This design comes from an exercise in tuning for small area, a short achievable clock period and few clock cycles on the open sky130 flow, not from production work.
At most, simulation tests tie the RTL to the original design; equivalence was not proved.
The flow treats the clock pin as an ideal source, which a real chip does not have.
Power and IR drop assume default switching activity.

== main ==
// blabel2_enc
module blabel2_enc (
    input  wire        clk,
    input  wire        rst,
    input  wire        reg_wr,
    input  wire [7:0]  reg_addr,
    input  wire [31:0] reg_wdata,
    output wire [31:0] reg_rdata,
    output wire        busy,
    output wire        done,
    output wire        error,
    output wire        pix_req,
    output wire [15:0] pix_x,
    output wire [15:0] pix_y,
    input  wire        pix_ack,
    input  wire [7:0]  pix_r,
    input  wire [7:0]  pix_g,
    input  wire [7:0]  pix_b,
    output wire        out_valid,
    output reg  [7:0]  out_data,
    output wire        out_last,
    input  wire        out_ready
);
==> module blabel2_rd, before the edit <==
module blabel2_rd (
    input  wire [7:0]  addr,
    input  wire [5:0]  cfg,
    input  wire [15:0] width,
    input  wire [15:0] height,
    input  wire [5:0]  status,
    input  wire        err,
    input  wire [15:0] info_h,
    input  wire [3:0]  info_t,
    output wire [31:0] rdata
);
    genvar g;
    wire n76, n51, n04, w10, x42, x42e, z3;
    blabel2_g_nor2  u_n76  (.a(addr[7]), .b(addr[6]), .y(n76));             
    blabel2_g_nor2  u_n51  (.a(addr[5]), .b(addr[1]), .y(n51));             
    blabel2_g_nor2  u_n04  (.a(addr[0]), .b(addr[4]), .y(n04));             
    blabel2_g_nor2b u_w10  (.a(addr[0]), .bn(addr[4]), .y(w10));            
    blabel2_g_nor2b u_x42  (.a(addr[3]), .bn(addr[2]), .y(x42));            
    blabel2_g_and3b u_x42e (.an(addr[3]), .b(addr[2]), .c(err), .y(x42e));  
    blabel2_g_inv   u_z3   (.a(addr[3]), .y(z3));                           
    wire [15:0] mwh;     
    wire [5:0]  mse;     
    wire [3:0]  it_e;    
    generate
        for (g = 0; g < 16; g = g + 1) begin : g_mwh
            blabel2_g_mux2i u_m (.s(addr[2]), .a0(width[g]), .a1(height[g]), .y(mwh[g]));
        end
        for (g = 0; g < 4; g = g + 1) begin : g_ite
            blabel2_g_and2 u_e (.a(err), .b(info_t[g]), .y(it_e[g]));
        end
        for (g = 0; g < 3; g = g + 1) begin : g_mse
            blabel2_g_mux2i u_m (.s(addr[2]), .a0(status[g]), .a1(it_e[g]), .y(mse[g]));
        end
    endgenerate
    blabel2_g_nand2  u_mse3 (.a(addr[2]), .b(it_e[3]), .y(mse[3]));         
    blabel2_g_nand2b u_mse4 (.an(addr[2]), .b(status[4]), .y(mse[4]));      
    blabel2_g_nand2b u_mse5 (.an(addr[2]), .b(status[5]), .y(mse[5]));
    wire [1:0] swh_n, sei_n;
    wire       s04_n, sse_n;
    blabel2_g_nand4 u_swh0 (.a(n76), .b(n51), .c(n04), .d(addr[3]), .y(swh_n[0]));  
    blabel2_g_nand4 u_swh1 (.a(n76), .b(n51), .c(n04), .d(addr[3]), .y(swh_n[1]));
    blabel2_g_nand4 u_s04  (.a(n76), .b(n51), .c(n04), .d(x42), .y(s04_n));         
    blabel2_g_nand4 u_sse  (.a(n76), .b(n51), .c(w10), .d(z3), .y(sse_n));           
    blabel2_g_nand4 u_sei0 (.a(n76), .b(n51), .c(w10), .d(x42e), .y(sei_n[0]));      
    blabel2_g_nand4 u_sei1 (.a(n76), .b(n51), .c(w10), .d(x42e), .y(sei_n[1]));
    generate
        for (g = 0; g < 6; g = g + 1) begin : g_lo6
            wire ncfg, ws;
            blabel2_g_inv   u_c (.a(cfg[g]), .y(ncfg));
            blabel2_g_o22a  u_x (.a1(swh_n[0]), .a2(mwh[g]), .b1(sse_n), .b2(mse[g]), .x(ws));
            blabel2_g_o21ai u_o (.a1(s04_n), .a2(ncfg), .b1(ws), .y(rdata[g]));
        end
        for (g = 6; g < 16; g = g + 1) begin : g_wh
            blabel2_g_nor2 u_o (.a(swh_n[g / 8]), .b(mwh[g]), .y(rdata[g]));
        end
        for (g = 16; g < 32; g = g + 1) begin : g_ei
            blabel2_g_nor2b u_o (.a(sei_n[g / 24]), .bn(info_h[g - 16]), .y(rdata[g]));
        end
    endgenerate
endmodule
==> module blabel2_g_o22a, before the edit <==
module blabel2_g_o22a (input wire a1, a2, b1, b2, output wire x);
    assign x = (a1 | a2) & (b1 | b2);
endmodule
==> module blabel2_g_o21ai, before the edit <==
module blabel2_g_o21ai (input wire a1, a2, b1, output wire y);
    assign y = ~((a1 | a2) & b1);
endmodule
==> flow/config.mk <==
export PLATFORM = sky130hd
export DESIGN_NAME = blabel2_enc
export DESIGN_NICKNAME = blabel2_enc
export VERILOG_FILES = /design/flow/design.v
export SDC_FILE = /design/flow/constraint.sdc
export NUM_CORES = 4
export LEC_CHECK = 0
export CAP_MARGIN = 20
export CORE_MARGIN = 2
export CORE_UTILIZATION = 40
export SETUP_SLACK_MARGIN = 5.0
export SLEW_MARGIN = 20
==> flow/constraint.sdc <==
create_clock -name core_clock -period 10.0 [get_ports {clk}]
set_input_delay 2.0000 -clock core_clock [delete_from_list [all_inputs] [get_ports {clk}]]
set_output_delay 2.0000 -clock core_clock [all_outputs]
set_load 0.01 [all_outputs]
standard.sh (not shown) runs the stock make flow with config.mk's settings and CLKGATE_MAP_FILE= SYNTH_SCRIPT=/design/flow/synth_recipe.tcl, a recipe that flattens the netlist after the stock synthesis.
==> flow/flow/run.sh <==
#!/bin/bash
# Own layout flow: the standard ORFS flow (standard.sh) with
#  - synthesis through flow/synth.tcl (per-module ABC scripts, hierarchy kept
#    through ABC and flattened after, as synth_recipe.tcl does),
#  - port buffers of a given cell (BUFFER_PORTS_ARGS) instead of the default,
#  - clock tree options (CTS_ARGS) in place of ORFS's, and a post-CTS step
#    (flow/post_cts.tcl, if present) that upsizes clock buffers with slow edges.
# The make output goes to flow_make.log; ORFS keeps each step's log under orfs/logs.
set -euo pipefail
here=$(pwd)
export OWN_ABC_SCRIPT=$here/flow/abc_area.script

export OWN_CLK_SLEW_LIMIT_PS=90
bash standard.sh SYNTH_SCRIPT=$here/flow/synth.tcl SYNTH_HIERARCHICAL=1 \
  "BUFFER_PORTS_ARGS=-buffer_cell sky130_fd_sc_hd__buf_1" \
  "CTS_ARGS=-sink_clustering_enable -repair_clock_nets -buf_list sky130_fd_sc_hd__clkbuf_4 -dont_use_dummy_load"  "POST_CTS_TCL=$here/flow/post_cts.tcl" \
  finish > $here/flow_make.log 2>&1
==> flow/flow/abc_area.script <==
strash
ifraig
scorr
dc2
strash
dch -f
amap
topo
==> flow/flow/post_cts.tcl <==
# After CTS: upsize any clock buffer whose output slew (placement parasitics)
# exceeds a limit, so every flip-flop clock pin keeps a fast edge, then
# legalize the placement again.
estimate_parasitics -placement
set limit [expr {$::env(OWN_CLK_SLEW_LIMIT_PS) * 1e-3}]
set resized 0
foreach inst [get_cells -filter "ref_name == sky130_fd_sc_hd__clkbuf_4"] {
  set out [get_pins -of_objects $inst -filter "direction == output"]
  if {[get_property $out slew_max] > $limit} {
    replace_cell $inst [get_lib_cells sky130_fd_sc_hd__clkbuf_8]
    incr resized
  }
}
puts "own post-CTS hook: upsized $resized clock buffers"
if {$resized > 0} {
  detailed_placement
  estimate_parasitics -placement
}
==> flow/flow/synth.tcl <==
# The standard flow's synthesis (synth_recipe.tcl) with one change: ABC maps every module
# with the area-oriented script OWN_ABC_SCRIPT instead of ORFS's speed script
# (the register read port is written as one-gate modules, each mapped on its
# own). Registers are mapped before ABC runs, so they are the same as the standard flow's.
proc synth {args} { yosys synth -nofsm -noshare {*}$args }
proc abc {args} {
  set i [lsearch -exact $args -script]
  set args [lreplace $args [expr {$i+1}] [expr {$i+1}] $::env(OWN_ABC_SCRIPT)]
  yosys abc {*}$args
}
source $::env(SCRIPTS_DIR)/synth.tcl
# left out here: clear keep_hierarchy, flatten, clean up, hide names made inside functions, write 1_2_yosys.v
Testbench counts of main, summed over its fixed seeds: cycles 240,949.
Input-level comparison between the feature branch and main:
==> flow/design.v, changed modules only <==
module blabel2_rd (
    input  wire [7:0]  addr,
    input  wire [5:0]  cfg,
    input  wire [15:0] width,
    input  wire [15:0] height,
    input  wire [5:0]  status,
    input  wire        err,
    input  wire [15:0] info_h,
    input  wire [3:0]  info_t,
    output wire [31:0] rdata
);
    genvar g;
    wire n76, n51, n04, w10, x42e, z3;
    blabel2_g_nor2  u_n76  (.a(addr[7]), .b(addr[6]), .y(n76));             
    blabel2_g_nor2  u_n51  (.a(addr[5]), .b(addr[1]), .y(n51));             
    blabel2_g_nor2  u_n04  (.a(addr[0]), .b(addr[4]), .y(n04));             
    blabel2_g_nor2b u_w10  (.a(addr[0]), .bn(addr[4]), .y(w10));            
    blabel2_g_and3b u_x42e (.an(addr[3]), .b(addr[2]), .c(err), .y(x42e));  
    blabel2_g_inv   u_z3   (.a(addr[3]), .y(z3));                           
    wire [15:0] mwh;     
    wire [5:0]  mse;     
    wire [3:0]  it_e;    
    generate
        for (g = 0; g < 16; g = g + 1) begin : g_mwh
            blabel2_g_mux2i u_m (.s(addr[2]), .a0(width[g]), .a1(height[g]), .y(mwh[g]));
        end
        for (g = 0; g < 4; g = g + 1) begin : g_ite
            blabel2_g_and2 u_e (.a(err), .b(info_t[g]), .y(it_e[g]));
        end
        for (g = 0; g < 3; g = g + 1) begin : g_mse
            blabel2_g_mux2i u_m (.s(addr[2]), .a0(status[g]), .a1(it_e[g]), .y(mse[g]));
        end
    endgenerate
    blabel2_g_nand2  u_mse3 (.a(addr[2]), .b(it_e[3]), .y(mse[3]));         
    blabel2_g_nand2b u_mse4 (.an(addr[2]), .b(status[4]), .y(mse[4]));      
    blabel2_g_nand2b u_mse5 (.an(addr[2]), .b(status[5]), .y(mse[5]));
    wire [1:0] swh_n, sei_n;
    wire       slo_n, sse_n;
    blabel2_g_nand4 u_swh0 (.a(n76), .b(n51), .c(n04), .d(addr[3]), .y(swh_n[0]));  
    blabel2_g_nand4 u_swh1 (.a(n76), .b(n51), .c(n04), .d(addr[3]), .y(swh_n[1]));
    blabel2_g_nand3 u_slo  (.a(n76), .b(n51), .c(n04), .y(slo_n));                   
    blabel2_g_nand4 u_sse  (.a(n76), .b(n51), .c(w10), .d(z3), .y(sse_n));           
    blabel2_g_nand4 u_sei0 (.a(n76), .b(n51), .c(w10), .d(x42e), .y(sei_n[0]));      
    blabel2_g_nand4 u_sei1 (.a(n76), .b(n51), .c(w10), .d(x42e), .y(sei_n[1]));
    generate
        for (g = 0; g < 6; g = g + 1) begin : g_lo6
            wire mc, mm_n;
            blabel2_g_nand2 u_c (.a(addr[2]), .b(cfg[g]), .y(mc));
            blabel2_g_mux2  u_m (.s(addr[3]), .a0(mc), .a1(mwh[g]), .x(mm_n));
            blabel2_g_o22ai u_o (.a1(slo_n), .a2(mm_n), .b1(sse_n), .b2(mse[g]), .y(rdata[g]));
        end
        for (g = 6; g < 16; g = g + 1) begin : g_wh
            blabel2_g_nor2 u_o (.a(swh_n[g / 8]), .b(mwh[g]), .y(rdata[g]));
        end
        for (g = 16; g < 32; g = g + 1) begin : g_ei
            blabel2_g_nor2b u_o (.a(sei_n[g / 24]), .bn(info_h[g - 16]), .y(rdata[g]));
        end
    endgenerate
endmodule
module blabel2_g_nand3 (input wire a, b, c, output wire y);
    assign y = ~(a & b & c);
endmodule
module blabel2_g_mux2 (input wire s, a0, a1, output wire x);
    assign x = s ? a1 : a0;
endmodule
module blabel2_g_o22ai (input wire a1, a2, b1, b2, output wire y);
    assign y = ~((a1 | a2) & (b1 | b2));
endmodule
// module blabel2_g_o22a removed
// module blabel2_g_o21ai removed
- Relative to main, switching component of the power decreased by about 1.4% in the feature branch.
- Buffer share of cell area for the feature branch: 1.7 points down relative to main
- [compare] base=main new=the feature branch: detailed-routed wire length on met3 went up by about 6%, share of layout cells above drive strength 1 went down by 1.7 points, number of instances in the placed design moved up.
- When the final numbers for the feature branch and main were put side by side, the synthesized cell area turned out to be greater in the feature branch.
- Cell-internal power: the feature branch lower than main
- Die area, the feature branch and main: lower on main
- Routed wire length of the feature branch falls short of that of main by a few percent.
- The feature branch vs main — via count of the first global-routing pass dropped by a few percent
- In the feature branch the multi-input combinational gate total turned out about 2% higher than in main.
- Adder and majority gate portion of the synthesized area across the feature branch and main: no real change.
- In terms of worst hold slack, main and the feature branch differ only marginally.
Testbench counts of the feature branch, summed over its fixed seeds: cycles 240,949.

Setup of 07-25:
blabel2_enc, a different RTL version from the one above (not shown whole).
Size in the first run: ~110 flip-flops.
==> module blabel2_rd, before the edit <==
module blabel2_rd (
    input  wire [7:0]  addr,
    input  wire [5:0]  cfg,
    input  wire [15:0] width,
    input  wire [15:0] height,
    input  wire [5:0]  status,
    input  wire        err,
    input  wire [15:0] info_h,
    input  wire [3:0]  info_t,
    output wire [31:0] rdata,
    input  wire        wr,
    input  wire        wd0,
    input  wire        busy,
    output wire        start
);
    genvar g;
    wire n76, n51, n04, w10, x42e, z3;
    blabel2_g_nor2  u_n76  (.a(addr[7]), .b(addr[6]), .y(n76));             
    blabel2_g_nor2  u_n51  (.a(addr[5]), .b(addr[1]), .y(n51));             
    blabel2_g_nor2  u_n04  (.a(addr[0]), .b(addr[4]), .y(n04));             
    blabel2_g_nor2b u_w10  (.a(addr[0]), .bn(addr[4]), .y(w10));            
    blabel2_g_and3b u_x42e (.an(addr[3]), .b(addr[2]), .c(err), .y(x42e));  
    blabel2_g_inv   u_z3   (.a(addr[3]), .y(z3));                           
    wire [15:0] mwh;     
    wire [5:0]  mse;     
    wire [3:0]  it_e;    
    generate
        for (g = 0; g < 16; g = g + 1) begin : g_mwh
            blabel2_g_mux2i u_m (.s(addr[2]), .a0(width[g]), .a1(height[g]), .y(mwh[g]));
        end
        for (g = 0; g < 4; g = g + 1) begin : g_ite
            blabel2_g_and2 u_e (.a(err), .b(info_t[g]), .y(it_e[g]));
        end
        for (g = 0; g < 3; g = g + 1) begin : g_mse
            blabel2_g_mux2i u_m (.s(addr[2]), .a0(status[g]), .a1(it_e[g]), .y(mse[g]));
        end
    endgenerate
    blabel2_g_nand2  u_mse3 (.a(addr[2]), .b(it_e[3]), .y(mse[3]));         
    blabel2_g_nand2b u_mse4 (.an(addr[2]), .b(status[4]), .y(mse[4]));      
    blabel2_g_nand2b u_mse5 (.an(addr[2]), .b(status[5]), .y(mse[5]));
    wire [1:0] swh_n, sei_n;
    wire       slo_n, sse_n;
    blabel2_g_nand4 u_swh0 (.a(n76), .b(n51), .c(n04), .d(addr[3]), .y(swh_n[0]));  
    blabel2_g_nand4 u_swh1 (.a(n76), .b(n51), .c(n04), .d(addr[3]), .y(swh_n[1]));
    blabel2_g_nand3 u_slo  (.a(n76), .b(n51), .c(n04), .y(slo_n));                   
    blabel2_g_nand4 u_sse  (.a(n76), .b(n51), .c(w10), .d(z3), .y(sse_n));           
    blabel2_g_nand4 u_sei0 (.a(n76), .b(n51), .c(w10), .d(x42e), .y(sei_n[0]));      
    blabel2_g_nand4 u_sei1 (.a(n76), .b(n51), .c(w10), .d(x42e), .y(sei_n[1]));
    wire z76, z51, z04, z32, s00_n, wok;
    blabel2_g_nor2  u_z76 (.a(addr[7]), .b(addr[6]), .y(z76));
    blabel2_g_nor2  u_z51 (.a(addr[5]), .b(addr[1]), .y(z51));
    blabel2_g_nor2  u_z04 (.a(addr[0]), .b(addr[4]), .y(z04));
    blabel2_g_nor2  u_z32 (.a(addr[3]), .b(addr[2]), .y(z32));
    blabel2_g_nand4 u_s00 (.a(z76), .b(z51), .c(z04), .d(z32), .y(s00_n));
    blabel2_g_and3b u_wok (.an(busy), .b(wr), .c(wd0), .y(wok));
    blabel2_g_nor2b u_st  (.a(s00_n), .bn(wok), .y(start));
    generate
        for (g = 0; g < 6; g = g + 1) begin : g_lo6
            wire mc, mm_n;
            blabel2_g_nand2 u_c (.a(addr[2]), .b(cfg[g]), .y(mc));
            blabel2_g_mux2  u_m (.s(addr[3]), .a0(mc), .a1(mwh[g]), .x(mm_n));
            blabel2_g_o22ai u_o (.a1(slo_n), .a2(mm_n), .b1(sse_n), .b2(mse[g]), .y(rdata[g]));
        end
        for (g = 6; g < 16; g = g + 1) begin : g_wh
            blabel2_g_nor2 u_o (.a(swh_n[g / 8]), .b(mwh[g]), .y(rdata[g]));
        end
        for (g = 16; g < 32; g = g + 1) begin : g_ei
            blabel2_g_nor2b u_o (.a(sei_n[g / 24]), .bn(info_h[g - 16]), .y(rdata[g]));
        end
    endgenerate
endmodule
Settings: LEC_CHECK=0, CAP_MARGIN=20, CORE_MARGIN=2, CORE_UTILIZATION=40, SETUP_SLACK_MARGIN=5.0, SLEW_MARGIN=20; clock period 10.0 ns.
Scripts as last shown in full above: flow/flow/run.sh, flow/flow/abc_area.script, flow/flow/post_cts.tcl, flow/flow/synth.tcl
## Diff of input files: 03-08 against 07-25
diff --git a/flow/design.v b/flow/design.v
--- a/flow/design.v
+++ b/flow/design.v
@@ -267,26 +267,27 @@
             blabel2_g_mux2i u_m (.s(addr[2]), .a0(status[g]), .a1(it_e[g]), .y(mse[g]));
         end
     endgenerate
     blabel2_g_nand2  u_mse3 (.a(addr[2]), .b(it_e[3]), .y(mse[3]));         
     blabel2_g_nand2b u_mse4 (.an(addr[2]), .b(status[4]), .y(mse[4]));      
     blabel2_g_nand2b u_mse5 (.an(addr[2]), .b(status[5]), .y(mse[5]));
-    wire [1:0] swh_n, sei_n;
+    wire [1:0] swh_n;
+    wire [3:0] sei_n;
     wire       slo_n, sse_n;
     blabel2_g_nand4 u_swh0 (.a(n76), .b(n51), .c(n04), .d(addr[3]), .y(swh_n[0]));  
     blabel2_g_nand4 u_swh1 (.a(n76), .b(n51), .c(n04), .d(addr[3]), .y(swh_n[1]));
     blabel2_g_nand3 u_slo  (.a(n76), .b(n51), .c(n04), .y(slo_n));                   
     blabel2_g_nand4 u_sse  (.a(n76), .b(n51), .c(w10), .d(z3), .y(sse_n));           
-    blabel2_g_nand4 u_sei0 (.a(n76), .b(n51), .c(w10), .d(x42e), .y(sei_n[0]));      
-    blabel2_g_nand4 u_sei1 (.a(n76), .b(n51), .c(w10), .d(x42e), .y(sei_n[1]));
-    wire z76, z51, z04, z32, s00_n, wok;
-    blabel2_g_nor2  u_z76 (.a(addr[7]), .b(addr[6]), .y(z76));
-    blabel2_g_nor2  u_z51 (.a(addr[5]), .b(addr[1]), .y(z51));
-    blabel2_g_nor2  u_z04 (.a(addr[0]), .b(addr[4]), .y(z04));
+    generate
+        for (g = 0; g < 4; g = g + 1) begin : g_sei                                  
+            blabel2_g_nand4 u_sei (.a(n76), .b(n51), .c(w10), .d(x42e), .y(sei_n[g]));
+        end
+    endgenerate
+    wire z32, s00_n, wok;
     blabel2_g_nor2  u_z32 (.a(addr[3]), .b(addr[2]), .y(z32));
-    blabel2_g_nand4 u_s00 (.a(z76), .b(z51), .c(z04), .d(z32), .y(s00_n));
+    blabel2_g_nand4 u_s00 (.a(n76), .b(n51), .c(n04), .d(z32), .y(s00_n));
     blabel2_g_and3b u_wok (.an(busy), .b(wr), .c(wd0), .y(wok));
     blabel2_g_nor2b u_st  (.a(s00_n), .bn(wok), .y(start));
     generate
         for (g = 0; g < 6; g = g + 1) begin : g_lo6
             wire mc, mm_n;
             blabel2_g_nand2 u_c (.a(addr[2]), .b(cfg[g]), .y(mc));
@@ -294,13 +295,13 @@
             blabel2_g_o22ai u_o (.a1(slo_n), .a2(mm_n), .b1(sse_n), .b2(mse[g]), .y(rdata[g]));
         end
         for (g = 6; g < 16; g = g + 1) begin : g_wh
             blabel2_g_nor2 u_o (.a(swh_n[g / 8]), .b(mwh[g]), .y(rdata[g]));
         end
         for (g = 16; g < 32; g = g + 1) begin : g_ei
-            blabel2_g_nor2b u_o (.a(sei_n[g / 24]), .bn(info_h[g - 16]), .y(rdata[g]));
+            blabel2_g_nor2b u_o (.a(sei_n[(g - 16) / 4]), .bn(info_h[g - 16]), .y(rdata[g]));
         end
     endgenerate
 endmodule
 module blabel2_g_inv (input wire a, output wire y);
     assign y = ~a;
 endmodule
[summary]
03-08 against 07-25: wire length moved down; maximum clock skew at final layout level.
Comparing 03-08 with 07-25, the xor/xnor cell area share of the yosys netlist came out essentially unchanged.
Against 07-25, maximum frequency in 03-08 fell slightly.
03-08 consumes more power than 07-25 does.
| detailed-route via count | 03-08 vs 07-25 | 1.5% higher |
The portion of the clock cycle consumed by the worst path in the final layout reported for 03-08 is greater than that of 07-25 by 0.27 points.
For combinational cell power, dividing the value from 07-25 by the value from 03-08 gives 0.930.
07-25 -> 03-08: design area decreased slightly
03-08 against 07-25: hold slack now larger, final core utilization now smaller.
Share of power burned in combinational logic was lower in the run labelled 07-25.
The area of the die was comparable across 07-25 and 03-08.
There was hardly any difference in synthesized cell area between 07-25 and 03-08.
No functional check of the RTL was part of any run of this note.

afterwards: timing with drivers on the ports:
Ports are ideal in the flow. The routed layouts listed here were re-timed in OpenROAD.
Step 1 assumes that a clkbuf_16 drives the clock port and a buf_2 every other input.
Step 2 adds t to the input delays and takes it off the output delays; t is the mean of the earliest and latest rising clock arrival at the registers after step 1. Input paths then give back, and output paths get back, about the clock's delay inside the block.
Three values: no drivers, after step 1, after step 2; two values: the first two.
run | t, ns | setup WS [ns] | latest minus earliest clock arrival (ns) | worst data-port slew with drivers (ns)
main | 0.442 | 5.023 / 4.915 / 4.915 | 0.028 / 0.029 | 0.16
the feature branch | 0.427 | 5.056 / 4.954 / 4.883 | 0.024 / 0.023 | 0.11
07-25 | 0.440 | 4.976 / 4.932 / 4.715 | 0.029 / 0.028 | 0.07
03-08 | 0.463 | 4.950 / 4.909 / 4.909 | 0.030 / 0.030 | 0.05
After both steps setup and hold are still met in every run listed. The setup slack of 07-25, which loses most, moves by -0.044 ns with the drivers and by -0.261 ns with both steps.
